From an optimization exercise on the open Yosys and OpenROAD flow, aimed at small area; shortcuts taken in it are not production practice. At most, simulation tests tie the RTL to the original design; equivalence was not proved. Power and IR drop assume default switching activity.

Setup of MS:
Design tx868_htv, start of the top module:
module tx868_htv (
    input  wire         clk,
    input  wire         rst,
    input  wire [63:0]  now,
    input  wire         cmd_valid,
    output wire         cmd_ready,
    input  wire [103:0] cmd,
    output reg          line,
    output reg          busy,
    output wire         err_range
);
    assign cmd_ready = !busy;
    assign err_range = 1'b0;
    wire       accept = cmd_valid && !busy;
    wire [7:0] op     = cmd[103:96];
    wire       ld     = accept && (op == 8'h03);
    reg [95:0] r;
    reg        q0, q1, q2;
    reg [6:0]  ph;
    wire [4:0] pi = ph[4:0];
    function integer fbit(input integer i);
        fbit = (i == 0) ? 23 : (i == 1) ? 24 : (i <= 24) ? i - 2 : i;
    endfunction
    localparam [3:0] UNP = 4'd0, PRE = 4'd1, SHR = 4'd2, SHL = 4'd3,
                     RND = 4'd4, ADD = 4'd5, NEG = 4'd6, MUL = 4'd7,
                     ZER = 4'd8, DONE = 4'd9;
    reg [3:0] st;
    reg [1:0] stg;       
    reg [1:0] w;
    reg [8:0] E;
    reg       S, ST, C, G, B25, Bhi;
    wire win  = (ph[6:5] == w);
    wire t0   = (w == 2'd0);
    wire kbit = (stg == 2'd1) ? t0 && ((E == 9'd153) || (E == 9'd156) || (E == 9'd157))
                              : (E == 9'd183);
    wire frac = (stg == 2'd1) ? t0 && (E > 9'd153) : (E > 9'd183);
    wire q2m  = q2 && (pi >= 5'd2);
    wire p0   = (pi == 5'd0);
    reg  out, cin;
    always @* begin
        out = q0;
        cin = C;
        if (win) begin
            case (st)
  ...
Size in the first run: about 220 flip-flops, roughly 180 I/O pins, roughly 11000 um2 of cells after synthesis.
clock: 70.0 ns
lec_check: 0
abc_area: 1
cap_margin: 20
core_margin: 2
core_utilization: 65
place_density: 0.8
slew_margin: 20
standard.sh (not shown) runs the stock make flow with config.mk's settings and CLKGATE_MAP_FILE= SYNTH_SCRIPT=/design/flow/synth_recipe.tcl, a recipe that flattens the netlist after the stock synthesis.
==> flow/flow/run.sh <==
#!/bin/bash
set -e
export BUFFER_PORTS_ARGS="-buffer_cell sky130_fd_sc_hd__buf_1"
export CTS_ARGS="-sink_clustering_enable -repair_clock_nets -dont_use_dummy_load -buf_list {sky130_fd_sc_hd__clkbuf_16} -sink_clustering_size 30 -sink_clustering_max_diameter 100"
bash standard.sh > standard.log 2>&1
The inputs of AL differ from those of MS as listed below.
--- a/flow/design.v
+++ b/flow/design.v
@@ -19,35 +19,36 @@
     reg [6:0]  ph;
     wire [4:0] pi = ph[4:0];
     function integer fbit(input integer i);
         fbit = (i == 0) ? 23 : (i == 1) ? 24 : (i <= 24) ? i - 2 : i;
     endfunction
     localparam [3:0] UNP = 4'd0, PRE = 4'd1, SHR = 4'd2, SHL = 4'd3,
                      RND = 4'd4, ADD = 4'd5, NEG = 4'd6, MUL = 4'd7,
-                     ZER = 4'd8, DONE = 4'd9;
+                     DONE = 4'd8;
     reg [3:0] st;
     reg [1:0] stg;       
     reg [1:0] w;
     reg [8:0] E;
     reg       S, ST, C, G, B25, Bhi;
     wire win  = (ph[6:5] == w);
     wire t0   = (w == 2'd0);
     wire kbit = (stg == 2'd1) ? t0 && ((E == 9'd153) || (E == 9'd156) || (E == 9'd157))
                               : (E == 9'd183);
     wire frac = (stg == 2'd1) ? t0 && (E > 9'd153) : (E > 9'd183);
     wire q2m  = q2 && (pi >= 5'd2);
     wire p0   = (pi == 5'd0);
+    wire qu   = q0 ^ !ph[0];
     reg  out, cin;
     always @* begin
         out = q0;
         cin = C;
         if (win) begin
             case (st)
                 UNP:  out = (pi == 5'd25) ? 1'b1 :
-                            ((pi < 5'd2) || (pi > 5'd25)) ? 1'b0 : q0;
+                            ((pi < 5'd2) || (pi > 5'd25)) ? 1'b0 : qu;
                 PRE, SHR: out = (pi == 5'd31) ? 1'b0 : r[95];
                 SHL:  out = p0 ? 1'b0 : q1;
                 RND:  begin
                     if (pi < 5'd2)       out = 1'b0;
                     else if (pi == 5'd2) out = q0 ^ (G & (C | q0));
                     else                 out = q0 ^ C;
                 end
@@ -59,15 +60,14 @@
                     cin = p0 ? !(ST && (stg != 2'd0)) : C;
                     out = !q0 ^ cin;
                 end
                 MUL:  begin
                     cin = p0 ? 1'b0 : C;
                     out = q0 ^ q2m ^ cin;
                 end
-                ZER:  out = 1'b0;
                 default: ;
             endcase
         end
     end
     wire e_up = win && (((st == PRE || st == SHR || st == MUL) && p0) || (st == ADD));
     wire e_dn = win && (st == SHL) && p0;
     wire [9:0] et;
@@ -80,69 +80,83 @@
             assign et[ei+1]  = et[ei] & (E[ei] ^ e_dn);
         end
     endgenerate
     wire       trunc_lt = (E < 9'd216);
     wire       trunc_eq = (E == 9'd216);
     wire [3:0] tr_st    = trunc_lt ? SHR : !trunc_eq ? SHL : S ? NEG : DONE;
     reg  [3:0] nr_st;
+    reg  [1:0] nr_stg;
     reg  [3:0] nx_st;
     reg  [1:0] nx_stg;
     always @* begin
-        nx_stg = stg;
+        nr_stg = stg;
         if (Bhi)
             nr_st = SHR;
         else if (!B25)
-            nr_st = (E[8:6] == 3'd0) ? ZER : SHL;
+            nr_st = (E[8:6] == 3'd0) ? SHR : SHL;
         else if (st != RND)
             nr_st = RND;
         else if (stg == 2'd1)
             nr_st = MUL;
         else if (stg == 2'd2)
             nr_st = ADD;
         else
             nr_st = tr_st;
         if (st == RND && !Bhi && B25 && stg[1])
-            nx_stg = stg + 2'd1;
+            nr_stg = stg + 2'd1;
+        if (!Bhi && !B25 && (E[8:6] == 3'd0))
+            nr_stg = 2'd0;
+        nx_st  = nr_st;
+        nx_stg = nr_stg;
         case (st)
             UNP: begin
                 nx_st  = (t0 && (E < 9'd132)) ? PRE : ADD;
                 nx_stg = 2'd1;
             end
-            PRE:  nx_st = (E < 9'd132) ? PRE : ADD;
-            ADD:  nx_st = (S && C) ? ((stg == 2'd1) ? NEG : ZER) : nr_st;
-            NEG:  nx_st = (stg == 2'd0) ? DONE : nr_st;
-            SHR, SHL: nx_st = (stg == 2'd0) ? tr_st : nr_st;
-            MUL:  begin
-                nx_st = (stg == 2'd1) ? MUL : nr_st;
-                if (stg == 2'd1)
-                    nx_stg = 2'd2;
-            end
-            ZER:  nx_st = DONE;
-            DONE: nx_st = (w == 2'd2) ? DONE : UNP;
-            default: nx_st = nr_st;    
+            PRE: begin
+                nx_st  = (E < 9'd132) ? PRE : ADD;
+                nx_stg = stg;
+            end
+            ADD: if (S && C) begin
+                nx_st  = NEG;
+                nx_stg = stg;
+            end
+            NEG, SHR, SHL: if (stg == 2'd0) begin
+                nx_st  = (st == NEG) ? DONE : tr_st;
+                nx_stg = stg;
+            end
+            MUL: if (stg == 2'd1) begin
+                nx_st  = MUL;
+                nx_stg = 2'd2;
+            end
+            DONE: begin
+                nx_st  = (w == 2'd2) ? DONE : UNP;
+                nx_stg = stg;
+            end
+            default: ;   
         endcase
     end
     always @(posedge clk) begin
         q0 <= r[95];
         q1 <= q0;
         q2 <= q1;
-        r  <= {r[94:0], out};
+        r  <= ~{r[94:0], out};
         ph <= (ph == 7'd96) ? 7'd0 : ph + 7'd1;
         if (win) begin
             if (pi == 5'd25) begin
                 B25 <= out;
                 Bhi <= 1'b0;
             end else if (pi > 5'd25)
                 Bhi <= Bhi | out;
             case (st)
                 UNP: begin
                     if ((pi < 5'd2) || ((pi >= 5'd25) && (pi <= 5'd30)))
-                        E <= {1'b0, q0, E[7:1]};
+                        E <= {1'b0, qu, E[7:1]};
                     if (pi == 5'd31)
-                        S <= q0;
+                        S <= qu;
                     ST <= 1'b0;
                 end
                 PRE, SHR: if (p0)
                     ST <= ST | q0;
                 RND: begin
                     if (p0) begin
                         C  <= q0 | ST;
@@ -176,15 +190,15 @@
             if (st == DONE && w != 2'd2)
                 w <= w + 2'd1;
         end
         if (ld) begin : load
             integer i, k;
             for (k = 0; k < 3; k = k + 1)
                 for (i = 0; i < 32; i = i + 1)
-                    r[95 - (32 * k + i)] <= cmd[95 - 32 * k - 31 + fbit(i)];
+                    r[95 - (32 * k + i)] <= ~cmd[95 - 32 * k - 31 + fbit(i)];
             ph <= 7'd96;
             st <= DONE;
             w  <= 2'd3;
         end
     end
     reg       f0;
     reg [7:0] f1;
Notes after the runs:
Every run in the comparison, AL and MS, completed the flow with a clean layout. Final critical-path required period (lower): MS. As far as sequential group share of total power is concerned, MS and AL perform about the same. Taking MS as 1.0, AL lands at 0.882 on total of fill cells in the finished design. | fraction of met2 tracks used by global routing | higher: AL |. MS has a lower required time reported for the critical path endpoint than AL. MS → AL: fraction of power consumed by combinational cells climbed 1.5 points, layout overhead on the synthesized area barely changed. The final antenna diode count on AL is in line with that on MS. Compared with MS, AL shows a lower wire length. Post-route worst setup slack sits lower in AL than in MS. From MS to AL the numbers moved as follows: fmax down 0.00025 GHz, cell area moved down.
No functional check of the RTL was part of any run of this note.

* * *

== the previous run ==
RTL: one of the versions met above, not the one the previous note started from.
Size: about 1,200 cells after synthesis, roughly 220 flip-flops, about 180 I/O pins, ~11,000 um^2 of cells after synthesis.
export LEC_CHECK = 0
export ABC_AREA = 1
export CAP_MARGIN = 20
export CORE_MARGIN = 2
export CORE_UTILIZATION = 65
export PLACE_DENSITY = 0.8
export SLEW_MARGIN = 20
create_clock -name core_clock -period 70.0 [get_ports {clk}]
==> flow/flow/run.sh <==
#!/bin/bash
set -e
export BUFFER_PORTS_ARGS="-buffer_cell sky130_fd_sc_hd__buf_1"
export CTS_ARGS="-sink_clustering_enable -repair_clock_nets -dont_use_dummy_load -buf_list {sky130_fd_sc_hd__clkbuf_8} -sink_clustering_size 20 -sink_clustering_max_diameter 60"
bash standard.sh > standard.log 2>&1
[inputs] the current run vs the previous run
--- a/flow/design.v
+++ b/flow/design.v
@@ -231,15 +231,15 @@
         else                  bitval = cb;
     end
     wire [64:0] gc;
     assign gc[0] = 1'b1;
     genvar gi;
     generate
         for (gi = 0; gi < 64; gi = gi + 1) begin : g_cmp
-            assign gc[gi+1] = (now[gi] & ~D[gi]) | (now[gi] & gc[gi]) | (~D[gi] & gc[gi]);
+            assign gc[gi+1] = (now[gi] ^ D[gi]) ? now[gi] : gc[gi];
         end
     endgenerate
     wire ge = !NZ || gc[64];
     reg [12:0] K;
     always @* begin
         if (!busy)
             K = 13'd600;
Looking only at die footprint, and setting everything else aside, the lower value of the previous run and the current run goes to the current run.
Post-synthesis share of cell area spent on and, or, nand and nor gates, the previous run and the current run, higher one = the current run.
Static leakage in the current run is 0.022 nW higher than in the previous run
As of the current run, via count had risen slightly compared to the previous run.
In the reports for the previous run and the current run, the larger total chip power belongs to the previous run.
From the previous run to the current run, number of gates given a new drive strength after cts did not move at all.
Against the previous run, number of violations reported at the end of detailed-routing iteration 0 in the current run fell slightly.
The previous run and the current run ended up with roughly the same die width.
The current run -> the previous run: number of I/O pins delta 0, exact match
The higher sequential element share of the synthesized area of the previous run and the current run is in the current run.
The RTL of the previous run was laid out without a check of its function.

[re-timing with driven ports]
The flow's constraints put no driver on any port. The routed layouts listed below were extracted and timed again, unchanged, in two steps. Step 1 assumes that a clkbuf_16 drives the clock port and a buf_2 every other input. Step 2, shift: input delay + t, output delay - t, t = (earliest + latest rising clock arrival at the registers) / 2. This alone moves slack from input paths to output paths. Three values: no drivers, after step 1, after step 2; two values: the first two.
run	t (ns)	setup WS [ns]	worst register clock-pin slew, ns	worst slew at a driven data input, ns
MS	0.504	44.157 / 44.180 / 43.676	0.11 / 0.11	0.07
AL	0.495	43.986 / 44.009 / 43.515	0.12 / 0.12	0.05
the previous run	0.530	44.069 / 44.090 / 43.561	0.12 / 0.12	0.05
the current run	0.532	44.286 / 44.299 / 43.767	0.12 / 0.12	0.06
After both steps every run listed still meets setup and hold. The setup slack of the current run, which loses most, moves by +0.013 ns with the drivers and by -0.519 ns with both steps.
